This is an optimization exercise on Yosys and OpenROAD, whose aim is small area, a short achievable clock period and few clock cycles per item, not a production implementation. Function was checked by simulation only, so behaviour that the tests miss may differ from the original. The clock port is modelled as an ideal driver; clocking choices that lean on that would not hold on a real chip.

<file path="config.mk">
export PLATFORM = sky130hd
export DESIGN_NAME = hdu_top
export DESIGN_NICKNAME = hdu_top
export VERILOG_FILES = /design/flow/design.v
export SDC_FILE = /design/flow/constraint.sdc
export NUM_CORES = 4
export LEC_CHECK = 0
export ABC_AREA = 1
export ABC_CLOCK_PERIOD_IN_PS = 9000
export CAP_MARGIN = 20
export CORE_MARGIN = 2
export CORE_UTILIZATION = 40
export SLEW_MARGIN = 20
</file>
<file path="constraint.sdc">
create_clock -name core_clock -period 44.0 [get_ports {clk}]
set_input_delay 8.8000 -clock core_clock [delete_from_list [all_inputs] [get_ports {clk}]]
set_output_delay 8.8000 -clock core_clock [all_outputs]
set_load 0.01 [all_outputs]
</file>
<file path="design.v">
module hdu_popcount32 (
    input  wire [31:0] v,
    output wire [5:0]  w,
    output wire [31:0] t,
    output wire [3:0]  a,
    output wire [3:0]  b
);
    wire f1_s = v[23] ^ v[28] ^ v[8];
    wire f1_c = (v[23] & v[28]) | (v[23] & v[8]) | (v[28] & v[8]);
    wire f2_s = v[16] ^ v[20] ^ v[24];
    wire f2_c = (v[16] & v[20]) | (v[16] & v[24]) | (v[20] & v[24]);
    wire f3_s = v[0] ^ v[12] ^ v[27];
    wire f3_c = (v[0] & v[12]) | (v[0] & v[27]) | (v[12] & v[27]);
    wire f4_s = v[4] ^ f1_s ^ f3_s;
    wire f4_c = (v[4] & f1_s) | (v[4] & f3_s) | (f1_s & f3_s);
    wire f5_s = f1_c ^ f3_c ^ f4_c;
    wire f5_c = (f1_c & f3_c) | (f1_c & f4_c) | (f3_c & f4_c);
    wire f6_s = v[11] ^ v[17] ^ f2_s;
    wire f6_c = (v[11] & v[17]) | (v[11] & f2_s) | (v[17] & f2_s);
    wire f7_s = v[15] ^ v[22] ^ v[3];
    wire f7_c = (v[15] & v[22]) | (v[15] & v[3]) | (v[22] & v[3]);
    wire f8_s = v[19] ^ v[26] ^ v[7];
    wire f8_c = (v[19] & v[26]) | (v[19] & v[7]) | (v[26] & v[7]);
    wire f9_s = v[20] ^ v[4] ^ f7_s;
    wire f9_c = (v[20] & v[4]) | (v[20] & f7_s) | (v[4] & f7_s);
    wire f10_s = v[13] ^ v[4] ^ v[6];
    wire f10_c = (v[13] & v[4]) | (v[13] & v[6]) | (v[4] & v[6]);
    wire f11_s = v[18] ^ v[5] ^ f4_s;
    wire f11_c = (v[18] & v[5]) | (v[18] & f4_s) | (v[5] & f4_s);
    wire f12_s = v[13] ^ v[14] ^ v[21];
    wire f12_c = (v[13] & v[14]) | (v[13] & v[21]) | (v[14] & v[21]);
    wire f13_s = v[1] ^ v[2] ^ v[9];
    wire f13_c = (v[1] & v[2]) | (v[1] & v[9]) | (v[2] & v[9]);
    wire f14_s = v[25] ^ v[6] ^ f6_s;
    wire f14_c = (v[25] & v[6]) | (v[25] & f6_s) | (v[6] & f6_s);
    wire f15_s = v[3] ^ v[5] ^ v[8];
    wire f15_c = (v[3] & v[5]) | (v[3] & v[8]) | (v[5] & v[8]);
    wire f16_s = f2_c ^ f14_c ^ f6_c;
    wire f16_c = (f2_c & f14_c) | (f2_c & f6_c) | (f14_c & f6_c);
    wire f17_s = v[29] ^ v[30] ^ f11_s;
    wire f17_c = (v[29] & v[30]) | (v[29] & f11_s) | (v[30] & f11_s);
    wire f18_s = v[11] ^ v[2] ^ v[7];
    wire f18_c = (v[11] & v[2]) | (v[11] & v[7]) | (v[2] & v[7]);
    wire f19_s = v[10] ^ v[12] ^ v[9];
    wire f19_c = (v[10] & v[12]) | (v[10] & v[9]) | (v[12] & v[9]);
    wire f20_s = f11_c ^ f17_c ^ f5_s;
    wire f20_c = (f11_c & f17_c) | (f11_c & f5_s) | (f17_c & f5_s);
    wire f21_s = v[1] ^ v[14] ^ v[24];
    wire f21_c = (v[1] & v[14]) | (v[1] & v[24]) | (v[14] & v[24]);
    wire f22_s = v[25] ^ f4_s ^ f8_s;
    wire f22_c = (v[25] & f4_s) | (v[25] & f8_s) | (f4_s & f8_s);
    wire h23_s = f21_s ^ f22_s;
    wire h23_c = f21_s & f22_s;
    wire f24_s = f5_s ^ f8_c ^ f21_c;
    wire f24_c = (f5_s & f8_c) | (f5_s & f21_c) | (f8_c & f21_c);
    wire f25_s = f22_c ^ h23_c ^ f24_s;
    wire f25_c = (f22_c & h23_c) | (f22_c & f24_s) | (h23_c & f24_s);
    wire f26_s = f5_c ^ f24_c ^ f25_c;
    wire f26_c = (f5_c & f24_c) | (f5_c & f25_c) | (f24_c & f25_c);
    wire f27_s = v[0] ^ v[10] ^ v[19];
    wire f27_c = (v[0] & v[10]) | (v[0] & v[19]) | (v[10] & v[19]);
    wire f28_s = v[21] ^ v[24] ^ v[29];
    wire f28_c = (v[21] & v[24]) | (v[21] & v[29]) | (v[24] & v[29]);
    wire f29_s = f1_s ^ f9_s ^ f27_s;
    wire f29_c = (f1_s & f9_s) | (f1_s & f27_s) | (f9_s & f27_s);
    wire h30_s = f28_s ^ f29_s;
    wire h30_c = f28_s & f29_s;
    wire f31_s = f1_c ^ f7_c ^ f9_c;
    wire f31_c = (f1_c & f7_c) | (f1_c & f9_c) | (f7_c & f9_c);
    wire f32_s = f27_c ^ f28_c ^ f29_c;
    wire f32_c = (f27_c & f28_c) | (f27_c & f29_c) | (f28_c & f29_c);
    wire f33_s = h30_c ^ f31_s ^ f32_s;
    wire f33_c = (h30_c & f31_s) | (h30_c & f32_s) | (f31_s & f32_s);
    wire f34_s = f31_c ^ f32_c ^ f33_c;
    wire f34_c = (f31_c & f32_c) | (f31_c & f33_c) | (f32_c & f33_c);
    wire f35_s = v[0] ^ v[4] ^ v[15];
    wire f35_c = (v[0] & v[4]) | (v[0] & v[15]) | (v[4] & v[15]);
    wire f36_s = v[18] ^ v[19] ^ v[28];
    wire f36_c = (v[18] & v[19]) | (v[18] & v[28]) | (v[19] & v[28]);
    wire f37_s = f14_s ^ f35_s ^ f36_s;
    wire f37_c = (f14_s & f35_s) | (f14_s & f36_s) | (f35_s & f36_s);
    wire f38_s = f16_s ^ f35_c ^ f36_c;
    wire f38_c = (f16_s & f35_c) | (f16_s & f36_c) | (f35_c & f36_c);
    wire h39_s = f37_c ^ f38_s;
    wire h39_c = f37_c & f38_s;
    wire f40_s = f16_c ^ f38_c ^ h39_c;
    wire f40_c = (f16_c & f38_c) | (f16_c & h39_c) | (f38_c & h39_c);
    wire f41_s = v[15] ^ v[28] ^ f2_s;
    wire f41_c = (v[15] & v[28]) | (v[15] & f2_s) | (v[28] & f2_s);
    wire f42_s = f3_s ^ f12_s ^ f18_s;
    wire f42_c = (f3_s & f12_s) | (f3_s & f18_s) | (f12_s & f18_s);
    wire h43_s = f41_s ^ f42_s;
    wire h43_c = f41_s & f42_s;
    wire f44_s = f2_c ^ f3_c ^ f12_c;
    wire f44_c = (f2_c & f3_c) | (f2_c & f12_c) | (f3_c & f12_c);
    wire f45_s = f18_c ^ f41_c ^ f42_c;
    wire f45_c = (f18_c & f41_c) | (f18_c & f42_c) | (f41_c & f42_c);
    wire f46_s = h43_c ^ f44_s ^ f45_s;
    wire f46_c = (h43_c & f44_s) | (h43_c & f45_s) | (f44_s & f45_s);
    wire f47_s = f44_c ^ f45_c ^ f46_c;
    wire f47_c = (f44_c & f45_c) | (f44_c & f46_c) | (f45_c & f46_c);
    wire f48_s = v[3] ^ v[7] ^ v[30];
    wire f48_c = (v[3] & v[7]) | (v[3] & v[30]) | (v[7] & v[30]);
    wire f49_s = f1_s ^ f6_s ^ f19_s;
    wire f49_c = (f1_s & f6_s) | (f1_s & f19_s) | (f6_s & f19_s);
    wire h50_s = f48_s ^ f49_s;
    wire h50_c = f48_s & f49_s;
    wire f51_s = f1_c ^ f2_c ^ f6_c;
    wire f51_c = (f1_c & f2_c) | (f1_c & f6_c) | (f2_c & f6_c);
    wire f52_s = f19_c ^ f48_c ^ f49_c;
    wire f52_c = (f19_c & f48_c) | (f19_c & f49_c) | (f48_c & f49_c);
    wire f53_s = h50_c ^ f51_s ^ f52_s;
    wire f53_c = (h50_c & f51_s) | (h50_c & f52_s) | (f51_s & f52_s);
    wire f54_s = f51_c ^ f52_c ^ f53_c;
    wire f54_c = (f51_c & f52_c) | (f51_c & f53_c) | (f52_c & f53_c);
    wire f55_s = v[12] ^ f2_s ^ f8_s;
    wire f55_c = (v[12] & f2_s) | (v[12] & f8_s) | (f2_s & f8_s);
    wire f56_s = f10_s ^ f15_s ^ f55_s;
    wire f56_c = (f10_s & f15_s) | (f10_s & f55_s) | (f15_s & f55_s);
    wire f57_s = f2_c ^ f8_c ^ f10_c;
    wire f57_c = (f2_c & f8_c) | (f2_c & f10_c) | (f8_c & f10_c);
    wire f58_s = f15_c ^ f55_c ^ f56_c;
    wire f58_c = (f15_c & f55_c) | (f15_c & f56_c) | (f55_c & f56_c);
    wire h59_s = f57_s ^ f58_s;
    wire h59_c = f57_s & f58_s;
    wire f60_s = f57_c ^ f58_c ^ h59_c;
    wire f60_c = (f57_c & f58_c) | (f57_c & h59_c) | (f58_c & h59_c);
    wire f61_s = v[8] ^ v[16] ^ f3_s;
    wire f61_c = (v[8] & v[16]) | (v[8] & f3_s) | (v[16] & f3_s);
    wire f62_s = f9_s ^ f13_s ^ f61_s;
    wire f62_c = (f9_s & f13_s) | (f9_s & f61_s) | (f13_s & f61_s);
    wire f63_s = f3_c ^ f7_c ^ f9_c;
    wire f63_c = (f3_c & f7_c) | (f3_c & f9_c) | (f7_c & f9_c);
    wire f64_s = f13_c ^ f61_c ^ f62_c;
    wire f64_c = (f13_c & f61_c) | (f13_c & f62_c) | (f61_c & f62_c);
    wire h65_s = f63_s ^ f64_s;
    wire h65_c = f63_s & f64_s;
    wire f66_s = f63_c ^ f64_c ^ h65_c;
    wire f66_c = (f63_c & f64_c) | (f63_c & h65_c) | (f64_c & h65_c);
    wire f67_s = v[11] ^ v[16] ^ f17_s;
    wire f67_c = (v[11] & v[16]) | (v[11] & f17_s) | (v[16] & f17_s);
    wire h68_s = f20_s ^ f67_c;
    wire h68_c = f20_s & f67_c;
    wire f69_s = f5_c ^ f20_c ^ h68_c;
    wire f69_c = (f5_c & f20_c) | (f5_c & h68_c) | (f20_c & h68_c);
    wire f70_s = v[10] ^ v[31] ^ f7_s;
    wire f70_c = (v[10] & v[31]) | (v[10] & f7_s) | (v[31] & f7_s);
    wire f71_s = f8_s ^ f12_s ^ f13_s;
    wire f71_c = (f8_s & f12_s) | (f8_s & f13_s) | (f12_s & f13_s);
    wire f72_s = f14_s ^ f17_s ^ f70_s;
    wire f72_c = (f14_s & f17_s) | (f14_s & f70_s) | (f17_s & f70_s);
    wire h73_s = f71_s ^ f72_s;
    wire h73_c = f71_s & f72_s;
    wire f74_s = f7_c ^ f8_c ^ f12_c;
    wire f74_c = (f7_c & f8_c) | (f7_c & f12_c) | (f8_c & f12_c);
    wire f75_s = f13_c ^ f16_s ^ f20_s;
    wire f75_c = (f13_c & f16_s) | (f13_c & f20_s) | (f16_s & f20_s);
    wire f76_s = f70_c ^ f71_c ^ f72_c;
    wire f76_c = (f70_c & f71_c) | (f70_c & f72_c) | (f71_c & f72_c);
    wire f77_s = h73_c ^ f74_s ^ f75_s;
    wire f77_c = (h73_c & f74_s) | (h73_c & f75_s) | (f74_s & f75_s);
    wire h78_s = f76_s ^ f77_s;
    wire h78_c = f76_s & f77_s;
    wire f79_s = f5_c ^ f16_c ^ f20_c;
    wire f79_c = (f5_c & f16_c) | (f5_c & f20_c) | (f16_c & f20_c);
    wire f80_s = f74_c ^ f75_c ^ f76_c;
    wire f80_c = (f74_c & f75_c) | (f74_c & f76_c) | (f75_c & f76_c);
    wire f81_s = f77_c ^ h78_c ^ f79_s;
    wire f81_c = (f77_c & h78_c) | (f77_c & f79_s) | (h78_c & f79_s);
    wire h82_s = f80_s ^ f81_s;
    wire h82_c = f80_s & f81_s;
    wire f83_s = f79_c ^ f80_c ^ f81_c;
    wire f83_c = (f79_c & f80_c) | (f79_c & f81_c) | (f80_c & f81_c);
    wire h84_s = h82_c ^ f83_s;
    wire h84_c = h82_c & f83_s;
    wire h85_s = f83_c ^ h84_c;
    wire h85_c = f83_c & h84_c;
    wire f86_s = v[0] ^ v[1] ^ f15_s;
    wire f86_c = (v[0] & v[1]) | (v[0] & f15_s) | (v[1] & f15_s);
    wire h87_s = f18_s ^ f86_s;
    wire h87_c = f18_s & f86_s;
    wire f88_s = f15_c ^ f18_c ^ f86_c;
    wire f88_c = (f15_c & f18_c) | (f15_c & f86_c) | (f18_c & f86_c);
    wire h89_s = h87_c ^ f88_s;
    wire h89_c = h87_c & f88_s;
    wire h90_s = f88_c ^ h89_c;
    wire h90_c = f88_c & h89_c;
    wire f91_s = v[14] ^ f10_s ^ f19_s;
    wire f91_c = (v[14] & f10_s) | (v[14] & f19_s) | (f10_s & f19_s);
    wire f92_s = f10_c ^ f19_c ^ f91_c;
    wire f92_c = (f10_c & f19_c) | (f10_c & f91_c) | (f19_c & f91_c);
    assign w = {h85_c, h85_s, h84_s, h82_s, h78_s, h73_s};
    assign t = {f69_c, f69_s, h68_s, f67_s, f66_c, f66_s, h65_s, f62_s, f60_c, f60_s, h59_s, f56_s, f54_c, f54_s, f53_s, h50_s, f47_c, f47_s, f46_s, h43_s, f40_c, f40_s, h39_s, f37_s, f34_c, f34_s, f33_s, h30_s, f26_c, f26_s, f25_s, h23_s};
    assign a = {h90_c, h90_s, h89_s, h87_s};
    assign b = {1'b0, f92_c, f92_s, f91_s};
endmodule
module hdu_top (
    input  wire        clk,
    input  wire        rst,         
    input  wire        in_valid,
    output wire        in_ready,
    input  wire [31:0] in_cmd,
    input  wire [31:0] in_opa,
    input  wire [31:0] in_opb,
    output reg         out_valid,
    output wire [31:0] out_result,
    output wire [31:0] out_status
);
    localparam [2:0] OP_HD  = 3'd1;
    localparam [2:0] OP_CFG = 3'd2;
    localparam [2:0] OP_ENC = 3'd3;
    localparam [2:0] OP_DEC = 3'd4;
    localparam [2:0] C_ILLEGAL   = 3'd1;
    localparam [2:0] C_BAD_MOD   = 3'd2;
    localparam [2:0] C_BAD_THR   = 3'd3;
    localparam [2:0] C_NOT_CFG   = 3'd4;
    localparam [2:0] C_SYM_RANGE = 3'd5;
    assign in_ready = 1'b1;
    reg        s1_valid;
    reg        s1_ok;           
    reg [2:0]  s1_op;           
    reg [31:0] s1_x;            
    reg [5:0]  s1_b;            
    reg        s1_bz;           
    wire hd_sel = (in_cmd[3:0] == 4'd1);
    always @(posedge clk) begin
        if (rst) s1_valid <= 1'b0;
        else     s1_valid <= in_valid;
        s1_ok <= (in_cmd[31:3] == 29'd0);
        s1_op <= in_cmd[2:0];
        s1_x  <= in_opa ^ (in_opb & {32{hd_sel}});
        s1_b  <= in_opb[5:0];
        s1_bz <= (in_opb[31:6] == 26'd0);
    end
    reg        cfg_valid;
    reg        cfg_mod;
    reg [5:0]  cfg_thresh;
    reg        hit;
    reg        fault;
    reg [2:0]  cause;
    reg [30:0] result;          
    assign out_result = {1'b0, result};
    assign out_status = {fault, 12'd0, cause, 2'd0, cfg_thresh, 5'd0,
                         cfg_mod, cfg_valid, hit};
    wire [31:0] c = s1_x;
    wire [5:0]  wc;             
    wire [31:0] t;              
    wire [3:0]  bp0, bp1;       
    hdu_popcount32 u_pc (.v(c), .w(wc), .t(t), .a(bp0), .b(bp1));
    wire [3:0] t0 = t[3:0];
    wire [3:0] t1 = t[7:4];
    wire [3:0] t2 = t[11:8];
    wire [3:0] t3 = t[15:12];
    wire [3:0] t4 = t[19:16];
    wire [3:0] t5 = t[23:20];
    wire [3:0] t6 = t[27:24];
    wire [3:0] t7 = t[31:28];
    wire [7:0] tb0 = {t7[0], t6[0], t5[0], t4[0], t3[0], t2[0], t1[0], t0[0]};
    wire [7:0] tb1 = {t7[1], t6[1], t5[1], t4[1], t3[1], t2[1], t1[1], t0[1]};
    wire [7:0] tb2 = {t7[2], t6[2], t5[2], t4[2], t3[2], t2[2], t1[2], t0[2]};
    wire [7:0] tb3 = {t7[3], t6[3], t5[3], t4[3], t3[3], t2[3], t1[3], t0[3]};
    localparam [7:0] VLSB = 8'b11100100;
    wire [4:0] vmax, vmin;
    wire [7:0] cx4 = 8'hff, cn4 = 8'hff;
    assign vmax[4] = |(cx4 & tb3);
    wire [7:0] cx3 = cx4 & (tb3 | {8{~vmax[4]}});
    assign vmin[4] = ~|(cn4 & ~tb3);
    wire [7:0] cn3 = cn4 & (~tb3 | {8{vmin[4]}});
    assign vmax[3] = |(cx3 & tb2);
    wire [7:0] cx2 = cx3 & (tb2 | {8{~vmax[3]}});
    assign vmin[3] = ~|(cn3 & ~tb2);
    wire [7:0] cn2 = cn3 & (~tb2 | {8{vmin[3]}});
    assign vmax[2] = |(cx2 & tb1);
    wire [7:0] cx1 = cx2 & (tb1 | {8{~vmax[2]}});
    assign vmin[2] = ~|(cn2 & ~tb1);
    wire [7:0] cn1 = cn2 & (~tb1 | {8{vmin[2]}});
    assign vmax[1] = |(cx1 & tb0);
    wire [7:0] cx0 = cx1 & (tb0 | {8{~vmax[1]}});
    assign vmin[1] = ~|(cn1 & ~tb0);
    wire [7:0] cn0 = cn1 & (~tb0 | {8{vmin[1]}});
    assign vmax[0] = |(cx0 & VLSB);
    wire [7:0] cxf = cx0 & (VLSB | {8{~vmax[0]}});
    assign vmin[0] = ~|(cn0 & ~VLSB);
    wire [7:0] cnf = cn0 & (~VLSB | {8{vmin[0]}});
    function [2:0] first1;
        input [7:0] m;
        begin
            casez (m)
                8'b???????1: first1 = 3'd0;
                8'b??????10: first1 = 3'd1;
                8'b?????100: first1 = 3'd2;
                8'b????1000: first1 = 3'd3;
                8'b???10000: first1 = 3'd4;
                8'b??100000: first1 = 3'd5;
                8'b?1000000: first1 = 3'd6;
                default:     first1 = 3'd7;
            endcase
        end
    endfunction
    wire [2:0] kmax = first1(cxf);
    wire [2:0] kmin = first1(cnf);
    wire       bsel = (bp0 <= bp1);
    wire [4:0] vb   = bsel ? {bp1, 1'b1} : {bp0, 1'b0};
    wire [4:0] vsel = cfg_mod ? vmax : vb;
    wire [7:0] dh = {2'b00, cfg_thresh} + {3'b000, vsel} - {2'b00, wc} - (cfg_mod ? 8'd14 : 8'd8);
    wire [7:0] dl = {2'b00, cfg_thresh} + {2'b00, wc} - {3'b000, vmin} - 8'd17 - {6'd0, c[31], 1'b0};
    wire [7:0] dw = {1'b0, wc, 1'b0} - {3'b000, vmin} - {3'b000, vmax} - 8'd3 - {6'd0, c[31], 1'b0};
    wire       hit_hi = !dh[7];
    wire       hit_lo = cfg_mod && !dl[7];
    wire       lo_w   = !dw[7];
    wire       use_lo = hit_lo && lo_w;
    wire       dec_hit = hit_hi || hit_lo;
    wire [3:0] best_i = !cfg_mod ? {3'd0, bsel} : use_lo ? {1'b0, kmin} : {1'b1, kmax};
    wire [30:0] enc_chip;
    localparam [7:0] G0 = 8'h30;
    assign enc_chip[0] = cfg_mod ? (c[3] ^ G0[c[2:0]]) : (c[0] ^ 1'b1);
    localparam [7:0] G1 = 8'hbe;
    assign enc_chip[1] = cfg_mod ? (c[3] ^ G1[c[2:0]]) : (c[0] ^ 1'b1);
    localparam [7:0] G2 = 8'hb7;
    assign enc_chip[2] = cfg_mod ? (c[3] ^ G2[c[2:0]]) : (c[0] ^ 1'b1);
    localparam [7:0] G3 = 8'h8d;
    assign enc_chip[3] = cfg_mod ? (c[3] ^ G3[c[2:0]]) : (c[0] ^ 1'b1);
    localparam [7:0] G4 = 8'h18;
    assign enc_chip[4] = cfg_mod ? (c[3] ^ G4[c[2:0]]) : (c[0] ^ 1'b0);
    localparam [7:0] G5 = 8'h5f;
    assign enc_chip[5] = cfg_mod ? (c[3] ^ G5[c[2:0]]) : (c[0] ^ 1'b1);
    localparam [7:0] G6 = 8'hdb;
    assign enc_chip[6] = cfg_mod ? (c[3] ^ G6[c[2:0]]) : (c[0] ^ 1'b0);
    localparam [7:0] G7 = 8'hc6;
    assign enc_chip[7] = cfg_mod ? (c[3] ^ G7[c[2:0]]) : (c[0] ^ 1'b1);
    localparam [7:0] G8 = 8'h0c;
    assign enc_chip[8] = cfg_mod ? (c[3] ^ G8[c[2:0]]) : (c[0] ^ 1'b1);
    localparam [7:0] G9 = 8'haf;
    assign enc_chip[9] = cfg_mod ? (c[3] ^ G9[c[2:0]]) : (c[0] ^ 1'b0);
    localparam [7:0] G10 = 8'hed;
    assign enc_chip[10] = cfg_mod ? (c[3] ^ G10[c[2:0]]) : (c[0] ^ 1'b0);
    localparam [7:0] G11 = 8'h63;
    assign enc_chip[11] = cfg_mod ? (c[3] ^ G11[c[2:0]]) : (c[0] ^ 1'b1);
    localparam [7:0] G12 = 8'h06;
    assign enc_chip[12] = cfg_mod ? (c[3] ^ G12[c[2:0]]) : (c[0] ^ 1'b0);
    localparam [7:0] G13 = 8'hd7;
    assign enc_chip[13] = cfg_mod ? (c[3] ^ G13[c[2:0]]) : (c[0] ^ 1'b0);
    localparam [7:0] G14 = 8'hf6;
    assign enc_chip[14] = cfg_mod ? (c[3] ^ G14[c[2:0]]) : (c[0] ^ 1'b0);
    localparam [7:0] G15 = 8'hb1;
    assign enc_chip[15] = cfg_mod & (c[3] ^ G15[c[2:0]]);
    localparam [7:0] G16 = 8'h03;
    assign enc_chip[16] = cfg_mod & (c[3] ^ G16[c[2:0]]);
    localparam [7:0] G17 = 8'heb;
    assign enc_chip[17] = cfg_mod & (c[3] ^ G17[c[2:0]]);
    localparam [7:0] G18 = 8'h7b;
    assign enc_chip[18] = cfg_mod & (c[3] ^ G18[c[2:0]]);
    localparam [7:0] G19 = 8'hd8;
    assign enc_chip[19] = cfg_mod & (c[3] ^ G19[c[2:0]]);
    localparam [7:0] G20 = 8'h81;
    assign enc_chip[20] = cfg_mod & (c[3] ^ G20[c[2:0]]);
    localparam [7:0] G21 = 8'hf5;
    assign enc_chip[21] = cfg_mod & (c[3] ^ G21[c[2:0]]);
    localparam [7:0] G22 = 8'hbd;
    assign enc_chip[22] = cfg_mod & (c[3] ^ G22[c[2:0]]);
    localparam [7:0] G23 = 8'h6c;
    assign enc_chip[23] = cfg_mod & (c[3] ^ G23[c[2:0]]);
    localparam [7:0] G24 = 8'hc0;
    assign enc_chip[24] = cfg_mod & (c[3] ^ G24[c[2:0]]);
    localparam [7:0] G25 = 8'hfa;
    assign enc_chip[25] = cfg_mod & (c[3] ^ G25[c[2:0]]);
    localparam [7:0] G26 = 8'hde;
    assign enc_chip[26] = cfg_mod & (c[3] ^ G26[c[2:0]]);
    localparam [7:0] G27 = 8'h36;
    assign enc_chip[27] = cfg_mod & (c[3] ^ G27[c[2:0]]);
    localparam [7:0] G28 = 8'h60;
    assign enc_chip[28] = cfg_mod & (c[3] ^ G28[c[2:0]]);
    localparam [7:0] G29 = 8'h7d;
    assign enc_chip[29] = cfg_mod & (c[3] ^ G29[c[2:0]]);
    localparam [7:0] G30 = 8'h6f;
    assign enc_chip[30] = cfg_mod & (c[3] ^ G30[c[2:0]]);
    wire is_hd  = s1_ok && s1_op == OP_HD;
    wire is_cfg = s1_ok && s1_op == OP_CFG;
    wire is_enc = s1_ok && s1_op == OP_ENC;
    wire is_dec = s1_ok && s1_op == OP_DEC;
    wire z4 = (c[31:4] == 28'd0);
    wire z1 = z4 && (c[3:1] == 3'd0);
    wire cfg_mod_ok = z1;
    wire cfg_thr_ok = s1_bz && (c[0] ? (!s1_b[5] || s1_b[4:0] == 5'd0)
                                     : (s1_b[5:4] == 2'd0));
    wire enc_sym_ok = cfg_mod ? z4 : z1;
    always @(posedge clk) begin
        if (rst) begin
            cfg_valid  <= 1'b0;
            cfg_mod    <= 1'b0;
            cfg_thresh <= 6'd0;
            result     <= 31'd0;
            hit        <= 1'b0;
            fault      <= 1'b0;
            cause      <= 3'd0;
            out_valid  <= 1'b0;
        end else begin
            out_valid <= s1_valid;
            if (s1_valid && !fault) begin
                if (is_hd) begin
                    result <= {25'd0, wc};
                    hit    <= 1'b0;
                end else if (is_cfg) begin
                    if (!cfg_mod_ok) begin
                        fault <= 1'b1;
                        cause <= C_BAD_MOD;
                    end else if (!cfg_thr_ok) begin
                        fault <= 1'b1;
                        cause <= C_BAD_THR;
                    end else begin
                        cfg_valid  <= 1'b1;
                        cfg_mod    <= c[0];
                        cfg_thresh <= s1_b;
                        result     <= 31'd0;
                        hit        <= 1'b0;
                    end
                end else if (is_enc) begin
                    if (!cfg_valid) begin
                        fault <= 1'b1;
                        cause <= C_NOT_CFG;
                    end else if (!enc_sym_ok) begin
                        fault <= 1'b1;
                        cause <= C_SYM_RANGE;
                    end else begin
                        result  <= enc_chip;
                        hit     <= 1'b0;
                    end
                end else if (is_dec) begin
                    if (!cfg_valid) begin
                        fault <= 1'b1;
                        cause <= C_NOT_CFG;
                    end else begin
                        result <= dec_hit ? {27'd0, best_i} : 31'd0;
                        hit    <= dec_hit;
                    end
                end else begin
                    fault <= 1'b1;
                    cause <= C_ILLEGAL;
                end
            end
        end
    end
endmodule
</file>
<file path="flow/run.sh">
#!/bin/bash
# The standard layout (standard.sh), with these changes to how the layout
# is made (constraints untouched):
#  - synthesis runs Yosys's synth with -noabc, so the full adders written in
#    the RTL reach extract_fa without the polarity changes abc -fast makes,
#    and the final ABC mapping uses an area script (flow/synth_abc.tcl,
#    flow/abc_area_strong.script);
#  - ports are buffered with sky130_fd_sc_hd__buf_1;
#  - clock tree: larger sink clusters, small clock buffers, no dummy loads;
#  - repair_timing over-fixes setup by the margin in flow/margin.txt.
set -o pipefail
export SETUP_SLACK_MARGIN=$(cat flow/margin.txt)
export BUFFER_PORTS_ARGS="-buffer_cell sky130_fd_sc_hd__buf_1"
export CTS_ARGS="-sink_clustering_enable -repair_clock_nets -dont_use_dummy_load -sink_clustering_size 24 -sink_clustering_max_diameter 60 -buf_list {sky130_fd_sc_hd__clkbuf_4 sky130_fd_sc_hd__clkbuf_8} -root_buf sky130_fd_sc_hd__clkbuf_8"
sed "s|@WORK@|$PWD|g" flow/synth_abc.tcl > synth_abc.tcl
bash standard.sh SYNTH_ARGS=-noabc SYNTH_SCRIPT=$PWD/synth_abc.tcl finish > standard.log 2>&1
</file>
<file path="flow/abc_area_strong.script">
strash
dch -f
map -a
mfs2
strash
dch -f
map -a
topo
dnsize -c
</file>
<file path="flow/margin.txt">
34
</file>
<file path="flow/synth_abc.tcl">
# The standard flow's synthesis script (synth_recipe.tcl in the work folder), run with one
# change: Yosys's abc call maps with flow/abc_area_strong.script instead of
# the script ORFS picks.  Everything else, including the synth wrapper that
# skips the fsm and share passes, the flattening and the renaming, is
# synth_recipe.tcl's own text.
set fh [open @WORK@/synth_recipe.tcl]; set bsrc [read $fh]; close $fh
set fh [open $::env(SCRIPTS_DIR)/synth.tcl]; set ssrc [read $fh]; close $fh
set old {log_cmd abc {*}$abc_args}
if {[string first $old $ssrc] < 0} { error "synth_abc.tcl: abc call not found in synth.tcl" }
set ssrc [string map [list $old {log_cmd abc -script @WORK@/flow/abc_area_strong.script {*}[lrange $abc_args 2 end]}] $ssrc]
set line {source $::env(SCRIPTS_DIR)/synth.tcl}
if {[string first $line $bsrc] < 0} { error "synth_abc.tcl: synth.tcl not sourced by synth_recipe.tcl" }
set fh [open @WORK@/synth_patched.tcl w]; puts $fh $ssrc; close $fh
set bsrc [string map [list $line "source @WORK@/synth_patched.tcl"] $bsrc]
eval $bsrc
</file>
<file path="standard.sh">
#!/bin/bash
# synth_recipe.tcl (not shown) runs the flow's synth.tcl, then flattens the netlist and writes it again
# the make line also repeats each setting of config.mk as NAME=value (left out here)
make -C /OpenROAD-flow-scripts/flow DESIGN_CONFIG=/design/flow/config.mk WORK_HOME=/design/flow/orfs CLKGATE_MAP_FILE= SYNTH_SCRIPT=/design/flow/synth_recipe.tcl "${@:-finish}"
</file>
==> notes.md, run 1 <==
Antenna violations before repair - 0
Ys async rst share - 0%
DR DRC count - 0
Die ar. - 20,300 µm²
Clock slew at reported path FFs - 0.08 ns
Fill count - 1,918
DP Worst Slack - 33.73 ns
H-tree depth - 3
Post-Syn Area per Cell - 8.72 µm²
Global-route wire length before repair - 34.1 mm
First-pass detailed-route iteration total - 5
Total core area - 18,800 µm²
Slew Limit Headroom - 32.2%
Placer Congestion - 1.03
CP max stage cell - dfxtp_1
Hold Crit Class - reg2reg
Chip height - 142 µm
Delay-heaviest family, CP - flip-flops
Worst setup EP type - primary output
Final setup fails - 0
Die Wd - 142 µm
Diodes inserted - 0
Clock tree root driver cell - clkbuf_8
Flops & latches, synth - 89
GR Util All Layers - 22.0%
WHS - 0.416 ns
Starting density of the core - 40.9%
Via Count - 6,742
Site Rows - 50
Vias per Instance - 5.28
Hold depth - 2
Required time worst endpoint - 35.20 ns
Slew Viols, Final - 0
Syn Inst Count - 880
Reg2reg path depth - 45
Skew final - 0.0211 ns
Number of synthesized flops with an enable pin - 0
Period minus WS final - 9.93 ns
Period utilisation layout - 22.6%
Post-Syn Area - 7670 µm²
Startpoint Class - flip-flop
Reg2reg setup slack - 34.57 ns
Layout cells sized above 1 - 4.99%
Largest net degree at the start of global routing - 36
Post-Layout Cell Count - 1,276
CTS Hold Bufs - 0
Worst-margin pin slew - 1.01 ns
Buf+Inv Stages, Crit Path - 1
RR Endpoint - result[2]
Vias in the first global route - 6,410
Worst Hold End - out_valid
CP cell instances - buf_1
Outcome - complete, no violations
Clock latency (worst-skew pair) - 0.38 ns
Num CTS Buffers - 9
Critical hold path startpoint - s1_valid
Inst Count DP - 1,258
Fmax - 101 MHz
Port-buffer cells - 143
Layout Nets - 1,294
WL per Instance - 16.9 µm
Synth Flop Type - dfxtp_1
Routed wire length - 21.6 mm
Final worst slack - 34.07 ns
RSZ-0062 raised after global routing - false
Ys Warns - 1
GRT overflow - 0
Layout area overhead - 13.8%
1st-iter DRT viols - 520
Post-route ant nets - 0
Io pins - 165
Critical path class - reg2out
CP max FO - 4
Final setup TNS - 0 ns
Crit-path max cell delay - 0.55 ns
Post-DP HPWL - 18.2 mm
Clock Sinks - 89
Deepest clock path buffer count - 2
Final Hold Vio Count - 0
Max Cap Viol - 0
Seq/Total Area, Yosys - 23.2%
Worst EP arrival - 1.13 ns
CTS tree - done
Distinct cells, synth - 35
FF-to-FF Start - s1_x[8]
per-stage QoR:
| stage | area, µm² | utilization, % |
|---|---|---|
| after CTS | 8580 | 45.7 |
| after floorplan | 7760 | - |
| after detailed placement | 8450 | 45.0 |
| after global routing | 8730 | 46.5 |
| after global placement | 8450 | 45.0 |
| final | 8730 | 46.5 |
worst max-delay path by stage:
stage | startpoint | slack (ns) | cells past startpoint | to
floorplan | in_cmd[3] | 33.90 | 3 | s1_x[0]
global placement | in_opb[20] | 33.73 | 5 | s1_bz
detailed placement | in_opb[20] | 33.73 | 5 | s1_bz
CTS | cfg_thresh[4] | 34.05 | 1 | out_status[12]
global route | s1_x[0] | 33.99 | 44 | result[2]
finish | cfg_thresh[4] | 34.07 | 1 | out_status[12]
metal layers:
layer / GRT usage [%] / routed length (µm) / up-vias / part of all wire (%)
met5: 0 / 0 / - / 0
met1: 31.4 / 10000 / 3190 / 46
li1: - / - / 3249 / -
met2: 34.4 / 9770 / 271 / 45
met4: 5.78 / 355 / 0 / 1.6
met3: 4.00 / 1450 / 32 / 6.7
cell usage in the layout, fill, tap and decap left out, types with 2 or more instances in the layout:
| cell | n |
|---|---|
| o211ai_1 | 2 |
| nor2_2 | 4 |
| a31oi_1 | 4 |
| nand4_1 | 11 |
| clkinv_1 | 119 |
| nor3_1 | 15 |
| o22ai_1 | 3 |
| fa_1 | 92 |
| conb_1 | 21 |
| a211oi_1 | 4 |
| dfxtp_1 | 84 |
| dfxtp_2 | 4 |
| buf_1 | 143 |
| o221ai_1 | 14 |
| o22a_2 | 2 |
| o31ai_1 | 5 |
| nor2_4 | 2 |
| inv_2 | 4 |
| buf_4 | 15 |
| nand3_1 | 11 |
| xnor2_1 | 34 |
| a21oi_2 | 2 |
| nor4_1 | 18 |
| nor2_1 | 76 |
| xor2_1 | 10 |
| nand2_1 | 100 |
| or4_1 | 2 |
| o21ai_0 | 53 |
| clkbuf_8 | 9 |
| a21oi_1 | 69 |
| ha_1 | 58 |
| o21a_1 | 4 |
| a22oi_1 | 30 |
final cells by class:
| cell class | instances | area (µm²) | area share [%] |
|---|---|---|---|
| Timing Repair Buffer | 159 | 677 | 7.75 |
| Sequential cell | 89 | 1790 | 20.5 |
| Tap cell | 234 | 293 | 3.35 |
| Inverter | 124 | 469 | 5.37 |
| Clock buffer | 9 | 124 | 1.42 |
| Multi-Input combinational cell | 661 | 5380 | 61.6 |
sequential cells by signal, indices dropped and copies added, names as in the netlist:
register,count
cause,3
result,31
s1_x,32
hit,1
s1_b,6
s1_valid,1
s1_ok,1
out_valid,1
cfg_thresh,6
s1_op,3
cfg_valid,1
fault,1
cfg_mod,1
s1_bz,1
cells by family after synthesis:
family	count (synthesis)	share of synthesized area [%]
flip-flops	89	23.2
other	2	0.0979
buffers and inverters	149	8.51
XOR/XNOR	44	5.02
AND/OR/NAND/NOR	245	13.6
adder cells (fa/ha/maj)	151	33.7
AO/OA/AOI/OAI	200	15.8
synth_stat cells, drive strengths merged (3+ instances only):
| cell | n | area (µm²) |
|---|---|---|
| o22ai | 3 | 18.8 |
| nand2 | 100 | 375 |
| nand3 | 11 | 55.1 |
| o21ai | 54 | 270 |
| o221ai | 14 | 123 |
| xnor2 | 34 | 298 |
| xor2 | 10 | 87.6 |
| buf | 25 | 188 |
| nor2 | 82 | 308 |
| a211oi | 4 | 30.0 |
| ha | 58 | 726 |
| a21oi | 71 | 355 |
| fa | 93 | 1860 |
| o31ai | 5 | 37.5 |
| clkinv | 124 | 465 |
| nor4 | 20 | 125 |
| dfxtp | 89 | 1780 |
| nand4 | 11 | 68.8 |
| o21a | 4 | 30.0 |
| a31oi | 4 | 25.0 |
| a22oi | 30 | 225 |
| nor3 | 16 | 80.1 |
timing repair:
item                                    4_1_cts  5_1_grt
endpoints found under the setup margin        3        5
pin swaps                                     0        3
setup buffers                                 0        8
cloned                                        0        0
gates resized for setup                       2       24
Testbench counts, summed over its fixed seeds: cycles 16,016, items 16,000.
==> run 2: changes to the inputs <==
==> flow/margin.txt (replaced) <==
33.7
==> notes.md, run 2 <==
Distinct cells, synth - 35 (unchanged)
Deepest clock path buffer count - 2 (unchanged)
Global-route wire length before repair - 34.5 mm (was 34.1 mm)
CP cell instances - buf_1 (unchanged)
Antenna violations before repair - 0 (unchanged)
Commonest cells post-synth - clkinv_1, nand2_1, fa_1 (unchanged)
Post-Syn Area per Cell - 8.72 µm² (unchanged)
Slew Limit Headroom - 31.2% (was 32.2%)
Buf+Inv Stages, Crit Path - 1 (unchanged)
Reg2reg setup slack - 34.38 ns (was 34.57 ns)
Area leader, netlist - fa_1 (unchanged)
Ys Warns - 1 (unchanged)
First-pass detailed-route iteration total - 7 (was 5)
CP max FO - 4 (unchanged)
FF-to-FF Start - s1_x[16] (was s1_x[8])
Starting density of the core - 40.9% (unchanged)
Vias per Instance - 5.28 (about the same)
WHS - 0.414 ns (was 0.416 ns)
Synth area leaders - fa_1, dfxtp_1, ha_1, clkinv_1, nand2_1 (unchanged)
Placer Congestion - 0.989 (was 1.03)
Site Rows - 50 (unchanged)
Synth top area share - 24.3% (unchanged)
Post-Syn Area - 7670 µm² (unchanged)
Most frequent cell after synthesis - clkinv_1 (unchanged)
1st-iter DRT viols - 526 (was 520)
Clock Sinks - 89 (unchanged)
Critical hold path startpoint - s1_valid (unchanged)
Max Cap Viol - 0 (unchanged)
Vias in the first global route - 6,469 (was 6,410)
Slew Viols, Final - 0 (unchanged)
Worst Hold End - out_valid (unchanged)
Fmax - 101 MHz (about the same)
Total core area - 18,800 µm² (unchanged)
Ys async rst share - 0% (unchanged)
Num CTS Buffers - 9 (unchanged)
Syn Inst Count - 880 (unchanged)
DP Worst Slack - 33.45 ns (was 33.73 ns)
Clock tree root driver cell - clkbuf_8 (unchanged)
Period utilisation layout - 22.5% (was 22.6%)
Clock slew at reported path FFs - 0.08 ns (about the same)
Final instance area - 8630 µm² (was 8730 µm²)
Io pins - 165 (unchanged)
Core Util, Final - 46.0% (was 46.5%)
Layout cells sized above 1 - 3.48% (was 4.99%)
Period minus WS final - 9.92 ns (was 9.93 ns)
Worst-margin pin slew - 1.03 ns (was 1.01 ns)
Final setup TNS - 0 ns (unchanged)
Commonest cells after routing, fill and taps aside - buf_1, clkinv_1, nand2_1 (unchanged)
Routed wire length - 21.5 mm (was 21.6 mm)
CTS Hold Bufs - 0 (unchanged)
Layout area overhead - 12.5% (was 13.8%)
Clock latency (worst-skew pair) - 0.37 ns (was 0.38 ns)
CP max stage cell - dfxtp_1 (unchanged)
Post-route ant nets - 0 (unchanged)
Outcome - complete, no violations (unchanged)
Required time worst endpoint - 35.20 ns (about the same)
Synth Flop Type - dfxtp_1 (unchanged)
Die ar. - 20,300 µm² (unchanged)
Hold Crit Class - reg2reg (unchanged)
Max reg flops - 32 (unchanged)
H-tree depth - 3 (unchanged)
Port-buffer cells - 143 (unchanged)
Final setup fails - 0 (unchanged)
Most common cell after layout, fill and taps aside - buf_1 (unchanged)
Chip height - 142 µm (unchanged)
Multi-input logic area - 5360 µm² (was 5380 µm²)
GRT overflow - 0 (unchanged)
RSZ-0062 raised after global routing - false (unchanged)
RR Endpoint - result[1] (was result[2])
Delay-heaviest family, CP - flip-flops (unchanged)
Reg with most FFs - s1_x (unchanged)
WL per Instance - 17.0 µm (was 16.9 µm)
Crit-path max cell delay - 0.56 ns (was 0.55 ns)
DR DRC count - 0 (unchanged)
Skew final - 0.0251 ns (was 0.0211 ns)
Post-DP HPWL - 18.2 mm (about the same)
GR Util All Layers - 22.1% (was 22.0%)
Worst setup EP type - primary output (unchanged)
CTS tree - done (unchanged)
Layout Nets - 1,286 (was 1,294)
Critical path class - reg2out (unchanged)
Final Hold Vio Count - 0 (unchanged)
DP Area - 8450 µm² (unchanged)
Storage element area - 1790 µm² (about the same)
Reg2reg path depth - 45 (unchanged)
Fill count - 1,949 (was 1,918)
Hold depth - 2 (unchanged)
Final worst slack - 34.08 ns (was 34.07 ns)
Flops & latches, synth - 89 (unchanged)
Number of synthesized flops with an enable pin - 0 (unchanged)
Startpoint Class - flip-flop (unchanged)
Biggest regs - s1_x (32), result (31) (unchanged)
Die Wd - 142 µm (unchanged)
Diodes inserted - 0 (unchanged)
Worst EP arrival - 1.12 ns (was 1.13 ns)
Seq/Total Area, Yosys - 23.2% (unchanged)
Largest net degree at the start of global routing - 36 (unchanged)
Via Count - 6,699 (was 6,742)
[run 2: changes by cell type in the layout (fill, tap and decap cells not counted), sizes merged]
cell	before	now
clkinv	119	121
inv	4	2
buf	159	151
[run 2: how the worst max path moves through the flow]
stage	from	endpoint	cells past startpoint
6_report	cfg_thresh[4]	out_status[12]	1
4_1_cts	s1_x[24]	result[1]	45
2_1_floorplan	in_cmd[3]	s1_x[0]	3
3_5_place_dp	s1_x[0]	result[2]	45
3_3_place_gp	s1_x[0]	result[1]	45
5_1_grt	s1_x[16]	result[1]	43
[run 2: final cells by class]
cell class	count	share of cell area, %
inverters	124	5.44
clock buffers	9	1.43
multi-input cells	661	62.1
well taps	234	3.39
flip-flops and latches	89	20.7
repair buffers	151	6.91
[run 2: what timing repair did]
action | CTS | global route
setup buffers | 0 | 1
setup endpoints to repair | 5 | 5
gates cloned | 0 | 0
resized for setup | 2 | 15
pin swaps | 0 | 1
[run 2: cells by family (layout without fill, tap and decap cells)]
group / after synthesis / in the layout / share of synthesized area, %
AND/OR/NAND/NOR: 245 / 245 / 13.6
buffers and inverters: 149 / 284 / 8.51
AO/OA/AOI/OAI: 200 / 200 / 15.8
other: 2 / 21 / 0.0979
adder cells (fa/ha/maj): 151 / 151 / 33.7
flip-flops: 89 / 89 / 23.2
XOR/XNOR: 44 / 44 / 5.02
[run 2: layer usage]
metal	GRT usage, %	share of wire, %	up-vias
met5	0	0	-
met4	6.10	1.8	0
met3	4.24	7.1	28
met2	33.7	44	267
met1	32.0	47	3162
li1	-	-	3242
[run 2: metrics by stage]
stage,std cells
2_1_floorplan,899
3_3_place_gp,1258
3_5_place_dp,1258
4_1_cts,1267
5_1_grt,1268
6_report,1268
==> run 3: changes to the inputs <==
--- a/flow/run.sh
+++ b/flow/run.sh
@@ -7,10 +7,13 @@
 #    flow/abc_area_strong.script);
 #  - ports are buffered with sky130_fd_sc_hd__buf_1;
 #  - clock tree: larger sink clusters, small clock buffers, no dummy loads;
+#  - before clock tree synthesis, the flip-flops that drive both an output
+#    port and internal logic are sized up (flow/upsize_out_ffs.tcl);
 #  - repair_timing over-fixes setup by the margin in flow/margin.txt.
 set -o pipefail
 export SETUP_SLACK_MARGIN=$(cat flow/margin.txt)
 export BUFFER_PORTS_ARGS="-buffer_cell sky130_fd_sc_hd__buf_1"
+export PRE_CTS_TCL=$PWD/flow/upsize_out_ffs.tcl
 export CTS_ARGS="-sink_clustering_enable -repair_clock_nets -dont_use_dummy_load -sink_clustering_size 24 -sink_clustering_max_diameter 60 -buf_list {sky130_fd_sc_hd__clkbuf_4 sky130_fd_sc_hd__clkbuf_8} -root_buf sky130_fd_sc_hd__clkbuf_8"
 sed "s|@WORK@|$PWD|g" flow/synth_abc.tcl > synth_abc.tcl
 bash standard.sh SYNTH_ARGS=-noabc SYNTH_SCRIPT=$PWD/synth_abc.tcl finish > standard.log 2>&1
==> flow/upsize_out_ffs.tcl (new file) <==
# Size up the flip-flops that drive an output port's buffer and also logic
# inside the design (three or more loads): their clock-to-output delay,
# slowed by that load, is the longest path to the outputs.
set ups {}
foreach p [get_ports {out_*}] {
  foreach inst [get_fanin -to $p -startpoints_only -only_cells] {
    if {[catch {set ref [get_name [get_lib_cells -of_objects $inst]]}]} { continue }
    if {$ref ne "sky130_fd_sc_hd__dfxtp_1"} { continue }
    set name [get_full_name $inst]
    set loads [get_pins -of_objects [get_nets -of_objects [get_pins $name/Q]] -filter "direction==input"]
    if {[llength $loads] >= 3} { lappend ups $name }
  }
}
foreach i [lsort -unique $ups] {
  replace_cell [get_cells $i] sky130_fd_sc_hd__dfxtp_2
  puts "upsized $i to dfxtp_2"
}
==> notes.md, run 3 <==
Commonest cells after routing, fill and taps aside - buf_1, clkinv_1, nand2_1 (unchanged)
Post-synthesis adder-cell area fraction - 33.7% (unchanged)
Placer Congestion - 0.989 (unchanged)
Global-route wire length before repair - 34.6 mm (was 34.5 mm)
DP Area - 8450 µm² (unchanged)
Via Count - 6,699 (unchanged)
Flops & latches, synth - 89 (unchanged)
Buf+Inv Stages, Crit Path - 1 (unchanged)
Worst-margin pin slew - 1.02 ns (was 1.03 ns)
CTS tree - done (unchanged)
Required time worst endpoint - 35.20 ns (about the same)
Period utilisation layout - 22.3% (was 22.5%)
Period minus WS final - 9.79 ns (was 9.92 ns)
Clock latency (worst-skew pair) - 0.37 ns (about the same)
Worst setup EP type - primary output (unchanged)
Layout cells sized above 1 - 4.26% (was 3.48%)
Max Cap Viol - 0 (unchanged)
Port-buffer cells - 143 (unchanged)
CP max FO - 4 (unchanged)
Syn Inst Count - 880 (unchanged)
CP cell instances - buf_1 (unchanged)
Post-Syn Area per Cell - 8.72 µm² (unchanged)
Critical path class - reg2out (unchanged)
Slew Viols, Final - 0 (unchanged)
Synth Area in XOR/XNOR - 5.02% (unchanged)
Post-route ant nets - 0 (unchanged)
Starting density of the core - 40.9% (unchanged)
Synth Area in Compound Gates - 15.8% (unchanged)
DR DRC count - 0 (unchanged)
Skew final - 0.0232 ns (was 0.0251 ns)
Ys Warns - 1 (unchanged)
Synth Area in Simple Gates - 13.6% (unchanged)
Most frequent cell after synthesis - clkinv_1 (unchanged)
Routed wire length - 21.6 mm (was 21.5 mm)
Slew Limit Headroom - 31.6% (was 31.2%)
First-pass detailed-route iteration total - 7 (unchanged)
Num CTS Buffers - 9 (unchanged)
Final instance area - 8640 µm² (was 8630 µm²)
Ys async rst share - 0% (unchanged)
Largest family of logic cells by synthesized area - adder cells (unchanged)
Clock Sinks - 89 (unchanged)
Reg2reg setup slack - 34.37 ns (was 34.38 ns)
Final setup TNS - 0 ns (unchanged)
Post-Syn Area - 7670 µm² (unchanged)
Final Hold Vio Count - 0 (unchanged)
Die ar. - 20,300 µm² (unchanged)
Crit-path max cell delay - 0.45 ns (was 0.56 ns)
Commonest cells post-synth - clkinv_1, nand2_1, fa_1 (unchanged)
Chip height - 142 µm (unchanged)
Final setup fails - 0 (unchanged)
Vias in the first global route - 6,478 (was 6,469)
Die Wd - 142 µm (unchanged)
Area leader, netlist - fa_1 (unchanged)
Post-DP HPWL - 18.2 mm (unchanged)
Synth area leaders - fa_1, dfxtp_1, ha_1, clkinv_1, nand2_1 (unchanged)
Worst EP arrival - 0.99 ns (was 1.12 ns)
Synth Flop Type - dfxtp_1 (unchanged)
GR Util All Layers - 22.1% (about the same)
Seq/Total Area, Yosys - 23.2% (unchanged)
Layout Nets - 1,286 (unchanged)
Distinct cells, synth - 35 (unchanged)
Layout area overhead - 12.6% (was 12.5%)
CP max stage cell - dfxtp_2 (was dfxtp_1)
Synth top area share - 24.3% (unchanged)
Site Rows - 50 (unchanged)
Biggest regs - s1_x (32), result (31) (unchanged)
Delay-heaviest family, CP - flip-flops (unchanged)
Most common cell after layout, fill and taps aside - buf_1 (unchanged)
WL per Instance - 17.0 µm (about the same)
Diodes inserted - 0 (unchanged)
Hold Crit Class - reg2reg (unchanged)
Post-synthesis mux area share - 0% (unchanged)
1st-iter DRT viols - 535 (was 526)
Number of synthesized flops with an enable pin - 0 (unchanged)
Largest net degree at the start of global routing - 36 (unchanged)
Total core area - 18,800 µm² (unchanged)
Reg with most FFs - s1_x (unchanged)
GRT overflow - 0 (unchanged)
Vias per Instance - 5.28 (unchanged)
Io pins - 165 (unchanged)
Outcome - complete, no violations (unchanged)
RSZ-0062 raised after global routing - false (unchanged)
Max reg flops - 32 (unchanged)
Fmax - 102 MHz (was 101 MHz)
Antenna violations before repair - 0 (unchanged)
Startpoint Class - flip-flop (unchanged)
Clock slew at reported path FFs - 0.08 ns (about the same)
run 3: layout make-up:
cell class / count / area, µm²
clock buffers: 9 / 124
flip-flops and latches: 89 / 1800
fillers: 1949 / 10100
inverters: 124 / 469
multi-input cells: 661 / 5360
well taps: 234 / 293
repair buffers: 151 / 597
run 3: layer usage:
metal | track usage [%] | vias up | wire, µm
li1 | - | 3246 | -
met1 | 32.0 | 3140 | 10100
met2 | 33.8 | 285 | 9460
met3 | 4.24 | 28 | 1600
met4 | 6.10 | 0 | 388
met5 | 0 | - | 0
run 3: path summary, 6_finish.rpt:
kind                                     from        endpoint  cells after the start
worst min register to register       s1_valid       out_valid                      2
worst max-delay path            cfg_thresh[4]  out_status[12]                      1
worst max register to register       s1_x[16]       result[1]                     45
worst min-delay path                 s1_valid       out_valid                      2
run 3: cells by family (layout without fill, tap and decap cells):
kind of cell,count (synthesis),count (layout)
AOI/OAI and AO/OA,200,200
xor gates and xnor gates,44,44
adders and majority gates,151,151
buffers and inverters,149,284
DFF,89,89
other,2,21
and+or+nand+nor,245,245
run 3: metrics by stage:
| step | hold WS, ns | utilization, % | instances | setup slack (ns) |
|---|---|---|---|---|
| 3_5_place_dp | 0.408 | 45.0 | 1258 | 33.45 |
| 2_1_floorplan | 0.398 | - | 899 | 33.90 |
| 6_report | 0.414 | 46.0 | 1268 | 34.21 |
| 3_3_place_gp | 0.404 | 45.0 | 1258 | 33.58 |
| 4_1_cts | 0.420 | 45.8 | 1267 | 33.86 |
| 5_1_grt | 0.448 | 46.0 | 1268 | 33.71 |
run 3: worst min-delay path, delay by kind of cell (launching register included):
kind / cells / cell delay [ns]
buffers and inverters: 1 / 0.04
DFF: 1 / 0.31
and+or+nand+nor: 1 / 0.03
run 3: what timing repair did:
item / in CTS / in global routing
setup buffers: 0 / 1
hold buffers: 0 / 0
setup endpoints to repair: 5 / 5
pin swaps: 0 / 1
resized for setup: 2 / 15
==> run 4: changes to the inputs <==
--- a/flow/run.sh
+++ b/flow/run.sh
@@ -3,7 +3,8 @@
 # is made (constraints untouched):
 #  - synthesis runs Yosys's synth with -noabc, so the full adders written in
 #    the RTL reach extract_fa without the polarity changes abc -fast makes,
-#    and the final ABC mapping uses an area script (flow/synth_abc.tcl,
+#    extract_fa takes full adders only, and the final ABC mapping uses an
+#    area script (flow/synth_abc.tcl,
 #    flow/abc_area_strong.script);
 #  - ports are buffered with sky130_fd_sc_hd__buf_1;
 #  - clock tree: larger sink clusters, small clock buffers, no dummy loads;
==> flow/synth_abc.tcl (replaced) <==
# The standard flow's synthesis script (synth_recipe.tcl in the work folder), run with two
# changes: extract_fa extracts full adders only (half adders are left to ABC,
# which absorbs their inversions), and Yosys's abc call maps with
# flow/abc_area_strong.script instead of the script ORFS picks.  Everything else, including the synth wrapper that
# skips the fsm and share passes, the flattening and the renaming, is
# synth_recipe.tcl's own text.
set fh [open @WORK@/synth_recipe.tcl]; set bsrc [read $fh]; close $fh
set fh [open $::env(SCRIPTS_DIR)/synth.tcl]; set ssrc [read $fh]; close $fh
set old {log_cmd abc {*}$abc_args}
if {[string first $old $ssrc] < 0} { error "synth_abc.tcl: abc call not found in synth.tcl" }
set ssrc [string map [list $old {log_cmd abc -script @WORK@/flow/abc_area_strong.script {*}[lrange $abc_args 2 end]}] $ssrc]
set old {extract_fa {*}[dont_use_extract_fa_args]}
if {[string first $old $ssrc] < 0} { error "synth_abc.tcl: extract_fa call not found in synth.tcl" }
set ssrc [string map [list $old {extract_fa -fa}] $ssrc]
set line {source $::env(SCRIPTS_DIR)/synth.tcl}
if {[string first $line $bsrc] < 0} { error "synth_abc.tcl: synth.tcl not sourced by synth_recipe.tcl" }
set fh [open @WORK@/synth_patched.tcl w]; puts $fh $ssrc; close $fh
set bsrc [string map [list $line "source @WORK@/synth_patched.tcl"] $bsrc]
eval $bsrc
==> notes.md, run 4 <==
WL per Instance - 16.2 µm (was 17.0 µm)
Die ar. - 19,500 µm² (was 20,300 µm²)
Vias per Instance - 5.25 (was 5.28)
Final setup fails - 0 (unchanged)
Core Util, Final - 45.9% (was 46.0%)
Startpoint Class - flip-flop (unchanged)
Placer Congestion - 1.03 (was 0.989)
Num CTS Buffers - 9 (unchanged)
Max Cap Viol - 0 (unchanged)
Seq/Total Area, Yosys - 24.2% (was 23.2%)
Port-buffer cells - 143 (unchanged)
CP endpoint - out_status[2] (was out_status[12])
FF-to-FF Start - s1_x[24] (was s1_x[16])
GR Util All Layers - 22.1% (about the same)
Final Hold Vio Count - 0 (unchanged)
Vias in the first global route - 6,603 (was 6,478)
Fill count - 1,863 (was 1,949)
GRT overflow - 0 (unchanged)
Post-Syn Area per Cell - 8.03 µm² (was 8.72 µm²)
Synth Flop Type - dfxtp_1 (unchanged)
Ys async rst share - 0% (unchanged)
Clock slew at reported path FFs - 0.10 ns (was 0.08 ns)
Worst-margin pin slew - 0.868 ns (was 1.02 ns)
WHS - 0.428 ns (was 0.414 ns)
Syn Inst Count - 916 (was 880)
Total core area - 18,000 µm² (was 18,800 µm²)
Clock Sinks - 89 (unchanged)
Layout area overhead - 12.6% (about the same)
Skew final - 0.0331 ns (was 0.0232 ns)
Clock latency (worst-skew pair) - 0.37 ns (about the same)
CTS tree - done (unchanged)
Critical path class - reg2out (unchanged)
Buf+Inv Stages, Crit Path - 1 (unchanged)
Site Rows - 49 (was 50)
Largest net degree at the start of global routing - 36 (unchanged)
Worst EP arrival - 1.21 ns (was 0.99 ns)
Post-CTS sizing - 0 (was 2)
Outcome - complete, no violations (unchanged)
Synth area leaders - fa_1, dfxtp_1, nand2_1, nor2_1, clkinv_1 (was fa_1, dfxtp_1, ha_1, clkinv_1, nand2_1)
Reg with most FFs - s1_x (unchanged)
Postcts setup bufs - 0 (unchanged)
RR Endpoint - result[2] (was result[1])
Io pins - 165 (unchanged)
CP max FO - 17 (was 4)
CP max stage cell - dfxtp_2 (unchanged)
Post-route ant nets - 0 (unchanged)
Distinct cells, synth - 41 (was 35)
DR DRC count - 0 (unchanged)
Via Count - 6,807 (was 6,699)
Commonest cells post-synth - nand2_1, nor2_1, clkinv_1 (was clkinv_1, nand2_1, fa_1)
Routed wire length - 21.0 mm (was 21.6 mm)
CTS Hold Bufs - 0 (unchanged)
Most common cell after layout, fill and taps aside - buf_1 (unchanged)
Slew Limit Headroom - 41.7% (was 31.6%)
Biggest regs - s1_x (32), result (31) (unchanged)
Reg2reg setup slack - 34.49 ns (was 34.37 ns)
Crit-path max cell delay - 0.63 ns (was 0.45 ns)
Commonest cells after routing, fill and taps aside - buf_1, nand2_1, nor2_1 (was buf_1, clkinv_1, nand2_1)
1st-iter DRT viols - 495 (was 535)
Number of synthesized flops with an enable pin - 0 (unchanged)
Most frequent cell after synthesis - nand2_1 (was clkinv_1)
Flops & latches, synth - 89 (unchanged)
Layout Nets - 1,261 (was 1,286)
Post-DP HPWL - 17.7 mm (was 18.2 mm)
Crit path launch - cfg_mod (was cfg_thresh[4])
CP cell instances - buf_1 (unchanged)
Required time worst endpoint - 35.20 ns (about the same)
Hold Crit Class - reg2reg (unchanged)
Area leader, netlist - fa_1 (unchanged)
Die Wd - 140 µm (was 142 µm)
Reg2reg path depth - 43 (was 45)
Antenna violations before repair - 0 (unchanged)
Worst setup EP type - primary output (unchanged)
Diodes inserted - 0 (unchanged)
Delay-heaviest family, CP - flip-flops (unchanged)
Fmax - 99.9 MHz (was 102 MHz)
Max reg flops - 32 (unchanged)
Starting density of the core - 40.8% (was 40.9%)
WP depth - 1 (unchanged)
RSZ-0062 raised after global routing - false (unchanged)
Chip height - 140 µm (was 142 µm)
Global-route wire length before repair - 34.3 mm (was 34.6 mm)
Synth top area share - 25.3% (was 24.3%)
Period utilisation layout - 22.8% (was 22.3%)
Final setup TNS - 0 ns (unchanged)
Slew Viols, Final - 0 (unchanged)
Period minus WS final - 10.01 ns (was 9.79 ns)
First-pass detailed-route iteration total - 7 (unchanged)
Ys Warns - 1 (unchanged)
Layout cells sized above 1 - 3.37% (was 4.26%)
Post-Syn Area - 7360 µm² (was 7670 µm²)
## run 4: worst min-delay path by stage
stage | end | from | cells past startpoint
floorplan | out_valid | s1_valid | 2
global placement | out_valid | s1_valid | 2
detailed placement | out_valid | s1_valid | 2
CTS | out_valid | s1_valid | 2
global route | out_valid | s1_valid | 2
finish | out_valid | s1_valid | 2
## run 4: per-layer routing
metal  vias to the layer above  wire length (µm)  GRT usage (%)
met5                         -                 0              0
met4                         0               497           6.11
met3                        38              1550           4.75
met2                       325              9330           34.5
met1                      3110              9630           31.2
li1                       3334                 -              -
## run 4: cell type report
type / count / area [µm²] / area share [%]
timing repair buffer: 148 / 574 / 6.94
sequential: 89 / 1790 / 21.7
tap: 229 / 287 / 3.46
multi-input combinational: 713 / 5100 / 61.5
inverter: 108 / 405 / 4.90
clock buffer: 9 / 124 / 1.50
## run 4: logic make-up after synthesis
logic type | count (synthesis) | share of synthesized area [%]
AOI/OAI and AO/OA | 213 | 17.1
other | 2 | 0.102
and+or+nand+nor | 339 | 19.6
buffers and inverters | 133 | 8.06
xor gates and xnor gates | 47 | 5.60
DFF | 89 | 24.2
adders and majority gates | 93 | 25.3
## run 4: stage by stage
| step | worst slack, ns | cells | instance area [µm²] |
|---|---|---|---|
| after floorplan | 33.90 | 935 | 7440 |
| final | 33.99 | 1296 | 8280 |
| after CTS | 33.94 | 1296 | 8260 |
| after detailed placement | 33.94 | 1287 | 8120 |
| after global routing | 33.71 | 1296 | 8280 |
| after global placement | 33.96 | 1287 | 8120 |

## afterwards: timing with drivers on the ports
How much do the figures lean on ideal ports? The routed layouts below were timed once more, with nothing changed but the port constraints. Step 1 assumes that a clkbuf_16 drives the clock port and a buf_2 every other input. Step 2 also shifts input and output timing later by t, the mid clock arrival at the registers, as if the neighbouring blocks saw the same clock. a / b / c = no drivers / after step 1 / after step 2; a / b = the first two.
run	shift t [ns]	setup slack, ns	worst hold slack (ns)	latest minus earliest clock arrival (ns)	slew at the worst register clock pin (ns)
run 1	0.401	34.066 / 34.029 / 33.773	0.416 / 0.416 / 0.416	0.021 / 0.021	0.09 / 0.09
run 2	0.394	34.080 / 34.041 / 33.836	0.414 / 0.414 / 0.414	0.025 / 0.025	0.09 / 0.09
run 3	0.394	34.207 / 34.168 / 33.837	0.414 / 0.414 / 0.414	0.023 / 0.023	0.09 / 0.09
run 4	0.393	33.990 / 33.953 / 33.934	0.428 / 0.428 / 0.428	0.033 / 0.033	0.10 / 0.10
After both steps setup and hold are still met in every run listed. For run 3, which loses most, drivers alone change the setup slack by -0.039 ns; drivers and shift together by -0.370 ns.
